Source: an optimization exercise on an open RTL-to-GDS flow (aim: small area, a short achievable clock period and few clock cycles). Production flows keep margins and buffers that such runs may drop.
Power figures rest on the tool's default switching activity, not on a simulated workload.

==> exp/delta <==
## stackmat_core
module stackmat_core (
    input  wire        clk,
    input  wire        rst,
    input  wire        cmd_valid,
    output wire        cmd_ready,
    input  wire [79:0] cmd,
    output wire        rsp_valid,
    output wire [7:0]  rsp_status,
    output wire        rsp_flag,
    output wire [63:0] rsp_val,
    output wire [7:0]  rsp_len,
    output wire        dat_valid,
    output wire [7:0]  dat_byte,
    output wire        tx_valid,
    output wire [3:0]  tx_len,
    output wire [71:0] tx_data,
    input  wire        tx_ack,
    input  wire        tx_err,
    input  wire [7:0]  tx_n
);
clock: 17.0 ns
lec_check: 0
cap_margin: 20
core_margin: 2
core_utilization: 40
slew_margin: 20
run.sh (not shown) runs the stock make flow with config.mk's settings and CLKGATE_MAP_FILE= SYNTH_SCRIPT=/design/flow/synth_recipe.tcl, a recipe that flattens the netlist after the stock synthesis.
==> inputs of exp/juniper, as changes to exp/delta <==
--- a/flow/design.v
+++ b/flow/design.v
@@ -193,18 +193,20 @@
     reg [3:0]  es;
     reg [2:0]  jk;
     reg [2:0]  dk;
     reg [1:0]  pdsrc;
     reg [4:0]  cnt;         
     reg        dv_busy;     
     reg        dv_done;     
     reg        dv_pf;       
-    reg [19:0] fk;          
-    reg [19:0] fk_nx;
+    reg        dv_sk;       
+    reg        dv_first;    
+    reg [4:0]  fk;          
+    reg [4:0]  fk_nx;
     reg        f_fin;
     reg [3:0]  fd;          
     reg [3:0]  rA;          
     reg [3:0]  rB;          
     reg [3:0]  rC;          
     reg [5:0]  rD;          
     reg [7:0]  m_q;         
     reg [1:0]  p_status;
@@ -267,23 +269,23 @@
     end
     wire is_ts  = (op == OP_TICK) || (op == OP_STOP);
     wire is_fmt = (op == OP_FMT);
     wire is_enc = (op == OP_ENC);
     wire [7:0] csum = a[47:40] + a[39:32] + a[31:24] + a[23:16] + a[15:8] + a[7:0]
                     + 8'd32;
     localparam [1279:0] P10 = {64'h8ac7230489e80000, 64'hde0b6b3a7640000, 64'h16345785d8a0000, 64'h2386f26fc10000, 64'h38d7ea4c68000, 64'h5af3107a4000, 64'h9184e72a000, 64'he8d4a51000, 64'h174876e800, 64'h2540be400, 64'h3b9aca00, 64'h5f5e100, 64'h989680, 64'hf4240, 64'h186a0, 64'h2710, 64'h3e8, 64'h64, 64'ha, 64'h1};
     function [63:0] pow10oh;
-        input [19:0] k;
+        input [4:0] k;
         integer pi, pk;
         begin
             pow10oh = 64'd0;
             for (pk = 0; pk < 20; pk = pk + 1)
                 for (pi = 0; pi < 64; pi = pi + 1)
-                    if (P10[64*pk + pi]) pow10oh[pi] = pow10oh[pi] | k[pk];
+                    if (P10[64*pk + pi]) pow10oh[pi] = pow10oh[pi] | (k == pk);
         end
     endfunction
     wire        f_sub = pd_fmt & ~fsign;
     wire [64:0] ad_a = {fsign, a};
     wire [64:0] ad_b = {pd_ts | f_sub, ({64{pd_ts}} & ~start_q) | ({64{pd_fmt}} & rv_q)};
     wire        ad_ci = pd_ts | f_sub;
     reg  [64:0] ad_g, ad_p, ad_G, ad_P, ad_gn, ad_pn;
     integer     adi, adl;
@@ -304,43 +306,41 @@
             ad_G = ad_gn;
             ad_P = ad_pn;
         end
     end
     wire [64:0] sub = ad_p ^ {ad_G[63:0], ad_ci};
     wire [63:0] s     = sub[63:0];
     wire        s_neg = sub[64];
     wire [35:0] sk_a = a[63:28];
-    wire [35:0] sk_b = {36{pd_ts}} & start_q[63:28];
+    wire [35:0] sk_b = start_q[63:28];
     wire [35:0] sk_nb = ~sk_b;
-    wire sk_b28  = pd_ts & ~ad_G[27];    
+    wire sk_b28  = (a[27:0] < start_q[27:0]);    
     wire sk_z0   = (sk_a == sk_b);
     wire sk_z1   = ((sk_a ^ sk_nb) == {(sk_a[34:0] | sk_nb[34:0]), 1'b0});
-    wire opt36   = sk_b28 ? sk_z1 : sk_z0;
-    wire [63:0] s_load = pd_enc ? {s[23:0], 32'd0, s[31:24]} :
-                         opt36  ? {s[27:0], 36'd0} : s;
+    wire sk_zz   = ~|sk_a;
+    wire opt36   = pd_ts ? (sk_b28 ? sk_z1 : sk_z0) : sk_zz;
+    wire [63:0] s_load = pd_enc ? {s[23:0], 32'd0, s[31:24]} : s;
     wire [4:0]  cnt_load = pd_enc ? 5'd6 : (opt36 ? 5'd7 : 5'd16);
-    wire [3:0]  din = a[63:60];
+    wire [3:0]  din = dv_sk ? a[27:24] : a[63:60];
     wire        a_z_16  = ~|a[31:16];
-    wire [19:0] fmt_k0  = (a_z_hi & a_z_mid) ? (a_z_16 ? 20'h00010 : 20'h00200) : 20'h80000;
+    wire [4:0]  fmt_k0  = (a_z_hi & a_z_mid) ? (a_z_16 ? 5'd4 : 5'd9) : 5'd19;
     wire [7:0]  fmt_n0  = (a_z_hi & a_z_mid) ? (a_z_16 ? 8'd5 : 8'd10) : 8'd20;
-    reg  [19:0] fk_out;
-    integer     fki;
-    always @(*) for (fki = 0; fki < 20; fki = fki + 1) fk_out[fki] = (b > fki);
+    wire        fk_out = ({3'd0, fk} < b);
     reg [3:0]  st_a, st_b, st_c;
     reg [5:0]  st_d;
     reg [3:0]  st_q;
     reg [4:0]  st_xa, st_xb, st_xc;
     reg [6:0]  st_xd;
     integer    si;
     always @(*) begin
-        st_a = rA;
-        st_b = rB;
-        st_c = rC;
-        st_d = rD;
+        st_a = dv_first ? 4'd0 : rA;
+        st_b = dv_first ? 4'd0 : rB;
+        st_c = dv_first ? 4'd0 : rC;
+        st_d = dv_first ? 6'd0 : rD;
         st_q = 4'd0;
         for (si = 0; si < 4; si = si + 1) begin
             st_xa = dstep10(st_a, din[3-si]);
             st_a  = st_xa[3:0];
             st_xb = dstep10(st_b, st_xa[4]);
             st_b  = st_xb[3:0];
             st_xc = dstep10(st_c, st_xb[4]);
             st_c  = st_xc[3:0];
@@ -421,21 +421,18 @@
                 push = 1'b1;
             end
         end
     endtask
     task div_load;
         begin
             cw[63:0] <= s_load;
             cnt      <= cnt_load;
-            rA       <= 4'd0;
-            rB       <= 4'd0;
-            rC       <= 4'd0;
-            rD       <= 6'd0;
-            m_q      <= 8'd0;
+            dv_sk    <= opt36 & ~pd_enc;
+            dv_first <= 1'b1;
             dv_busy  <= 1'b1;
         end
     endtask
     task div_finish;
         begin
             dv_done <= 1'b0;
             dv_pf   <= 1'b0;
             case (dk)
@@ -794,62 +791,61 @@
                 sn_q   <= s_neg;
                 fk_nx  = fk;
                 f_fin  = 1'b0;
                 if (fph) begin
                 cw[63:0] <= s;
                 fsign    <= sn_q;
                 if (frst) begin
                     frst  <= 1'b0;
-                    fk_nx = fk >> 1;
+                    fk_nx = fk - 5'd1;
                 end else if (sn_q == fsign) begin
                     fd <= fd + 4'd1;
                 end else begin
-                    if (|(fk & fk_out)) begin
+                    if (fk_out) begin
                         dat_valid_q <= 1'b1;
                         dat_byte_q  <= {4'h3, fsign ? (4'd9 - fd) : fd};
                     end
                     fd <= 4'd0;
-                    if (fk[0]) begin
+                    if (fk == 5'd0) begin
                         rsp_valid_q <= 1'b1;
                         cv_n        = 1'b0;
                         f_fin       = 1'b1;
                         es_n        = E_IDLE;
                     end else if (!fsign && (fd == 4'd0)) begin
                         frst <= 1'b1;
                     end else begin
-                        fk_nx = fk >> 1;
+                        fk_nx = fk - 5'd1;
                     end
                 end
                 if (f_fin) begin
                     fsign <= 1'b0;
-                    fk    <= 20'd0;
+                    fk    <= 5'd0;
                     rv_q  <= 64'd0;
                 end else begin
                     fk    <= fk_nx;
                     rv_q  <= sn_q ? pow10oh(fk_nx) : ~pow10oh(fk_nx);
                 end
                 end
             end
             default: es_n = E_IDLE;
         endcase
         if (dv_busy) begin
-            cw[63:0] <= {a[59:0], 4'd0};
+            cw[63:0] <= dv_sk ? {a[23:0], 40'd0} : {a[59:0], 4'd0};
+            dv_sk    <= 1'b0;
+            dv_first <= 1'b0;
             rA       <= st_a;
             rB       <= st_b;
             rC       <= st_c;
             rD       <= st_d;
             if (dk != D_ENC) m_q <= {m_q[3:0], st_q};
             cnt      <= cnt - 5'd1;
             if ((dk == D_ENC) && (cnt == 5'd5)) begin
-                m_q <= {st_b, st_a};
-                rA  <= 4'd0;
-                rB  <= 4'd0;
-                rC  <= 4'd0;
-                rD  <= 6'd0;
+                m_q      <= {st_b, st_a};
+                dv_first <= 1'b1;
             end
             if (cnt == 5'd1) begin
                 dv_busy <= 1'b0;
                 if (es != E_DIV) dv_done <= 1'b1;
             end
         end else if (cv && pd_tk && b_z && !dv_done &&
                      (((es == E_WGO) && (jk != J_TICK) && (jk != J_ENC)) ||
                       ((es == E_WRSP) && !p_vsel[V_CONV]) ||
@@ -866,17 +862,17 @@
             send_pend  <= 1'b1;
         end
         if (push && !pq_pop)      pq_cnt <= pq_inc;
         else if (!push && pq_pop) pq_cnt <= pq_dec;
         if (rst) begin
             cv_n          = 1'b0;
             fsign       <= 1'b0;
             frst        <= 1'b0;
-            fk          <= 20'd0;
+            fk          <= 5'd0;
             fph         <= 1'b0;
             dv_busy     <= 1'b0;
             dv_done     <= 1'b0;
             dv_pf       <= 1'b0;
             es_n          = E_IDLE;
             o_strm      <= 1'b0;
             pq_cnt      <= 3'd0;
             send_pend   <= 1'b0;
==> inputs of exp/nickel, as changes to exp/delta <==
--- a/flow/design.v
+++ b/flow/design.v
@@ -76,42 +76,33 @@
         begin
             hold_op = (o == OP_FMT) || (o == OP_CONV) || (o == OP_ENC) ||
                       (o == OP_STOP) || (o == OP_TICK);
         end
     endfunction
     function [2:0] mod5_4;
         input [3:0] n;
         begin
-            mod5_4 = {(n == 4'd4) | (n == 4'd9) | (n == 4'd14),
-                      (n == 4'd2) | (n == 4'd3) | (n == 4'd7) | (n == 4'd8) | (n == 4'd12) | (n == 4'd13),
-                      (n == 4'd1) | (n == 4'd3) | (n == 4'd6) | (n == 4'd8) | (n == 4'd11) | (n == 4'd13)};
+            mod5_4 = (n >= 4'd10) ? n - 4'd10 : (n >= 4'd5) ? n - 4'd5 : n[2:0];
         end
     endfunction
     function [2:0] add5;
         input [2:0] x;
         input [2:0] y;
-        reg   [5:0] xy;
+        reg   [3:0] t;
         begin
-            xy   = {x, y};
-            add5 = {(xy == 6'd4) | (xy == 6'd11) | (xy == 6'd18) | (xy == 6'd25) | (xy == 6'd32),
-                    (xy == 6'd2) | (xy == 6'd3) | (xy == 6'd9) | (xy == 6'd10) | (xy == 6'd16) | (xy == 6'd17) | (xy == 6'd24) | (xy == 6'd28) | (xy == 6'd35) | (xy == 6'd36),
-                    (xy == 6'd1) | (xy == 6'd3) | (xy == 6'd8) | (xy == 6'd10) | (xy == 6'd17) | (xy == 6'd20) | (xy == 6'd24) | (xy == 6'd27) | (xy == 6'd34) | (xy == 6'd36)};
+            t = {1'b0, x} + {1'b0, y};
+            add5 = (t >= 4'd5) ? t - 4'd5 : t[2:0];
         end
     endfunction
     function [3:0] crt10;
         input [2:0] r;
         input       p;
-        reg   [3:0] rp;
         begin
-            rp    = {r, p};
-            crt10 = {(rp == 4'd6) | (rp == 4'd9),
-                     (rp == 4'd1) | (rp == 4'd2) | (rp == 4'd5) | (rp == 4'd8),
-                     (rp == 4'd2) | (rp == 4'd4) | (rp == 4'd5) | (rp == 4'd7),
-                     (rp == 4'd1) | (rp == 4'd3) | (rp == 4'd5) | (rp == 4'd7) | (rp == 4'd9)};
+            crt10 = (r[0] ^ p) ? {1'b0, r} + 4'd5 : {1'b0, r};
         end
     endfunction
     function [3:0] mod10_8;
         input [7:0] v;
         begin
             mod10_8 = crt10(add5(mod5_4(v[7:4]), mod5_4(v[3:0])), v[0]);
         end
     endfunction
@@ -193,17 +184,19 @@
     reg [3:0]  es;
     reg [2:0]  jk;
     reg [2:0]  dk;
     reg [1:0]  pdsrc;
     reg [4:0]  cnt;         
     reg        dv_busy;     
     reg        dv_done;     
     reg        dv_pf;       
-    reg [19:0] fk;          
+    reg [19:0] fkp;         
+    reg [19:0] fkn;         
+    wire [19:0] fk = fkp | fkn;
     reg [19:0] fk_nx;
     reg        f_fin;
     reg [3:0]  fd;          
     reg [3:0]  rA;          
     reg [3:0]  rB;          
     reg [3:0]  rC;          
     reg [5:0]  rD;          
     reg [7:0]  m_q;         
@@ -230,18 +223,16 @@
     reg        s_ld;        
     reg [71:0] sp_q;        
     reg [3:0]  tl_q;        
     reg        ack_q;
     reg        err_q;
     reg [7:0]  n_q;
     reg        sink_busy;
     reg        sink_err;
-    wire [3:0] tx_off = ack_q ? (txoff + n_q[3:0]) : txoff;
-    wire [9:0] tx_oh  = 10'd1 << tx_off;
     wire [7:0]  op = cw[79:72];
     wire [7:0]  b  = cw[71:64];
     wire [63:0] a  = cw[63:0];
     wire a_z_hi  = ~|a[63:48];
     wire a_z_mid = ~|a[47:32];
     wire a_z_lo  = ~|a[31:0];
     wire a_z     = a_z_hi & a_z_mid & a_z_lo;
     wire b_z     = ~|b;
@@ -266,30 +257,27 @@
         endcase
     end
     wire is_ts  = (op == OP_TICK) || (op == OP_STOP);
     wire is_fmt = (op == OP_FMT);
     wire is_enc = (op == OP_ENC);
     wire [7:0] csum = a[47:40] + a[39:32] + a[31:24] + a[23:16] + a[15:8] + a[7:0]
                     + 8'd32;
     localparam [1279:0] P10 = {64'h8ac7230489e80000, 64'hde0b6b3a7640000, 64'h16345785d8a0000, 64'h2386f26fc10000, 64'h38d7ea4c68000, 64'h5af3107a4000, 64'h9184e72a000, 64'he8d4a51000, 64'h174876e800, 64'h2540be400, 64'h3b9aca00, 64'h5f5e100, 64'h989680, 64'hf4240, 64'h186a0, 64'h2710, 64'h3e8, 64'h64, 64'ha, 64'h1};
-    function [63:0] pow10oh;
-        input [19:0] k;
-        integer pi, pk;
-        begin
-            pow10oh = 64'd0;
-            for (pk = 0; pk < 20; pk = pk + 1)
-                for (pi = 0; pi < 64; pi = pi + 1)
-                    if (P10[64*pk + pi]) pow10oh[pi] = pow10oh[pi] | k[pk];
-        end
-    endfunction
-    wire        f_sub = pd_fmt & ~fsign;
+    reg  [63:0] ftab;
+    integer     fti, ftk;
+    always @(*) begin
+        ftab = 64'd0;
+        for (ftk = 0; ftk < 20; ftk = ftk + 1)
+            for (fti = 0; fti < 64; fti = fti + 1)
+                ftab[fti] = ftab[fti] | (P10[64*ftk + fti] ? fkp[ftk] : fkn[ftk]);
+    end
     wire [64:0] ad_a = {fsign, a};
-    wire [64:0] ad_b = {pd_ts | f_sub, ({64{pd_ts}} & ~start_q) | ({64{pd_fmt}} & rv_q)};
-    wire        ad_ci = pd_ts | f_sub;
+    wire [64:0] ad_b = {pd_ts | (|fkn), ({64{pd_ts}} & ~start_q) | ftab};
+    wire        ad_ci = pd_ts | (|fkn);
     reg  [64:0] ad_g, ad_p, ad_G, ad_P, ad_gn, ad_pn;
     integer     adi, adl;
     always @(*) begin
         ad_g = ad_a & ad_b;
         ad_p = ad_a ^ ad_b;
         ad_G = ad_g;
         ad_P = ad_p;
         ad_G[0] = ad_g[0] | (ad_p[0] & ad_ci);
@@ -369,18 +357,16 @@
     wire [23:0] new_d = {dg_ms, dg_s[3:0], dg_s[7:4], dg_m[3:0]};
     wire [5:0]  pk_dsum = {2'b00, pk_d[3:0]} + {2'b00, pk_d[7:4]} + {2'b00, pk_d[11:8]}
                         + {2'b00, pk_d[15:12]} + {2'b00, pk_d[19:16]} + {2'b00, pk_d[23:20]};
     wire out_idle = !o_strm && !send_pend && (pq_cnt == 3'd0);
     wire out_last = o_strm    ? ((o_rem == 8'd0) && !send_pend && (pq_cnt == 3'd0)) :
                     send_pend ? (!sink_busy && (pq_cnt == 3'd0)) :
                                 (pq_cnt <= 3'd1);
     wire pq_pop   = !o_strm && !send_pend && (pq_cnt != 3'd0);
-    wire [2:0] pq_inc = pq_cnt + 3'd1;
-    wire [2:0] pq_dec = pq_cnt - 3'd1;
     assign cmd_ready  = rdy_q;
     assign rsp_valid  = rsp_valid_q;
     assign rsp_status = {6'd0, rsp_status_q};
     assign rsp_flag   = rsp_flag_q;
     assign rsp_len    = rsp_len_q;
     assign rsp_val    = rv_q;
     wire [63:0] p_val = ({64{p_vsel[V_START]}} & start_q)
                       | ({64{p_vsel[V_FLD]}}   & {32'd0, min_q, 2'b00, sec_q, 6'd0, ms_bin})
@@ -397,17 +383,17 @@
                        marker(pk_mk)};
     reg [71:0] txd;
     integer    ti, tk;
     always @(*) begin
         txd = 72'd0;
         for (ti = 0; ti < 9; ti = ti + 1)
             for (tk = 0; tk < 9; tk = tk + 1)
                 if (ti + tk < 9)
-                    txd[8*ti +: 8] = txd[8*ti +: 8] | ({8{tx_oh[tk]}} & pkv[8*(ti+tk) +: 8]);
+                    txd[8*ti +: 8] = txd[8*ti +: 8] | ({8{toh[tk]}} & pkv[8*(ti+tk) +: 8]);
     end
     assign tx_data = sp_q;
     reg push;
     reg kick;
     reg [3:0] es_n;
     reg       cv_n;
     reg       pdh_n;
     task null_rsp;
@@ -540,25 +526,23 @@
             if (err_q) begin
                 sink_busy <= 1'b0;
                 sink_err  <= 1'b1;
             end else if (n_q >= {4'd0, 4'd9 - txoff}) begin
                 toh       <= 10'd1 << 9;
                 sink_busy <= 1'b0;
                 sink_err  <= 1'b0;
             end else begin
-                toh        <= tx_oh;
-                sp_q       <= txd;
-                tl_q       <= 4'd9 - tx_off;
-                tx_valid_q <= 1'b1;
+                toh        <= 10'd1 << (txoff + n_q[3:0]);
+                s_ld       <= 1'b1;
             end
         end
         if (s_ld) begin
             sp_q       <= txd;
-            tl_q       <= 4'd9 - tx_off;
+            tl_q       <= 4'd9 - txoff;
             tx_valid_q <= 1'b1;
             s_ld       <= 1'b0;
         end
         case (es)
             E_IDLE: begin
                 if (cv) begin
                     if (!legal) begin
                         p_status <= 2'd3;
@@ -569,19 +553,20 @@
                     end else begin
                         case (op)
                             OP_FMT: begin
                                 if (out_idle) begin
                                     if (b_z) begin
                                         null_rsp;
                                         cv_n = 1'b0;
                                     end else begin
-                                        fk  <= fmt_k0;
+                                        fkp <= 20'd0;
+                                        fkn <= fmt_k0;
                                         fd  <= 4'd0;
-                                        rv_q         <= ~pow10oh(fmt_k0);
+                                        rv_q         <= 64'd0;
                                         rsp_status_q <= 2'd0;
                                         rsp_flag_q   <= 1'b0;
                                         rsp_len_q    <= b;
                                         if (b > fmt_n0) begin
                                             o_rem <= b - fmt_n0;
                                             es_n  = E_FPAD;
                                         end else begin
                                             es_n = E_FDIG;
@@ -816,21 +801,21 @@
                     end else if (!fsign && (fd == 4'd0)) begin
                         frst <= 1'b1;
                     end else begin
                         fk_nx = fk >> 1;
                     end
                 end
                 if (f_fin) begin
                     fsign <= 1'b0;
-                    fk    <= 20'd0;
-                    rv_q  <= 64'd0;
+                    fkp   <= 20'd0;
+                    fkn   <= 20'd0;
                 end else begin
-                    fk    <= fk_nx;
-                    rv_q  <= sn_q ? pow10oh(fk_nx) : ~pow10oh(fk_nx);
+                    fkp <= sn_q ? fk_nx : 20'd0;
+                    fkn <= sn_q ? 20'd0 : fk_nx;
                 end
                 end
             end
             default: es_n = E_IDLE;
         endcase
         if (dv_busy) begin
             cw[63:0] <= {a[59:0], 4'd0};
             rA       <= st_a;
@@ -860,23 +845,23 @@
         end
         if (cmd_ready) cv_n = cmd_valid;
         if (kick) begin
             toh        <= 10'd1;
             s_ld       <= 1'b1;
             sink_busy  <= 1'b1;
             send_pend  <= 1'b1;
         end
-        if (push && !pq_pop)      pq_cnt <= pq_inc;
-        else if (!push && pq_pop) pq_cnt <= pq_dec;
+        pq_cnt <= pq_cnt + {2'd0, push} - {2'd0, pq_pop};
         if (rst) begin
             cv_n          = 1'b0;
             fsign       <= 1'b0;
             frst        <= 1'b0;
-            fk          <= 20'd0;
+            fkp         <= 20'd0;
+            fkn         <= 20'd0;
             fph         <= 1'b0;
             dv_busy     <= 1'b0;
             dv_done     <= 1'b0;
             dv_pf       <= 1'b0;
             es_n          = E_IDLE;
             o_strm      <= 1'b0;
             pq_cnt      <= 3'd0;
             send_pend   <= 1'b0;
==> qor summary <==
item	exp/juniper	exp/delta	exp/nickel
Outcome	finished clean	finished clean	finished clean
# clock sinks	547	560	580
Tap cells	1276	1287	1265
GR Util All Layers	32.59%	33.93%	30.66%
Sequential group share of total power	38.2%	38.5%	39.1%
Final Hold Slack	0.4779 ns	0.4694 ns	0.4586 ns
GP Congestion	1.045	1.021	1.030
Worst reg-to-reg setup slack	11.41 ns	10.29 ns	9.70 ns
Signal buf overhead	7.307%	6.892%	6.715%
Startpoint of the worst-slack reg-to-reg timing path	cw[28]	pd_ts	fkn[1]
Iter 0 DRT Violations	5015	5772	4523
Switching part of the total power	32.77%	34.14%	31.76%
Static leakage	17.10 nW	17.47 nW	17.27 nW
Post-synthesis cell type count	105	99	108
Non-Clock Inverter Count	192	161	194
Post-synthesis to final-layout area growth	15.44%	14.56%	14.74%
Overall die area	100400 µm²	101000 µm²	98760 µm²
Worst setup endpoint	cmd_ready	cw[54]	cw[16]
Area of the multi-input gates	24140 µm²	24190 µm²	22800 µm²
R2r worst-path depth	13	17	20
Gate count after technology mapping	4620	4703	4462
Count of sequential standard cells	547	560	580
Non-filler cells in the finished layout	6095	6135	5857
Via Count	38800	39880	36540
Power drawn by the sequential cells	1.47 mW	1.54 mW	1.55 mW
Average cell area after synthesis	8.475 µm²	8.373 µm²	8.629 µm²
Antenna violations before repair	7	6	2
Function was not checked in any run of this note: the RTL went through the layout flow alone.

==> port drivers added, routing unchanged <==
No port has a modelled driver above. Below, the same layouts with a new extraction and two added sets of constraints.
Step 1, drivers: a clkbuf_16 drives clk and a buf_2 each remaining input, both assumed.
Step 2 moves the port delays by t, midway between the first and last clock arrival at a register: inputs arrive t later, outputs are due t later. That takes back most of the time a late clock gives input paths.
Three values: ideal, step 1, step 2; two values: the first two.
run	t, ns	setup slack, ns	worst setup path at the end	latest minus earliest clock arrival (ns)	pins driven straight from the clock port
exp/delta	0.714	10.294 / 10.294 / 10.294	register to register	0.030 / 0.031	1
exp/juniper	0.714	11.343 / 11.275 / 11.408	register to register	0.042 / 0.041	1
exp/nickel	0.722	9.700 / 9.700 / 9.700	register to register	0.032 / 0.032	1
After both steps every run listed still meets setup and hold.
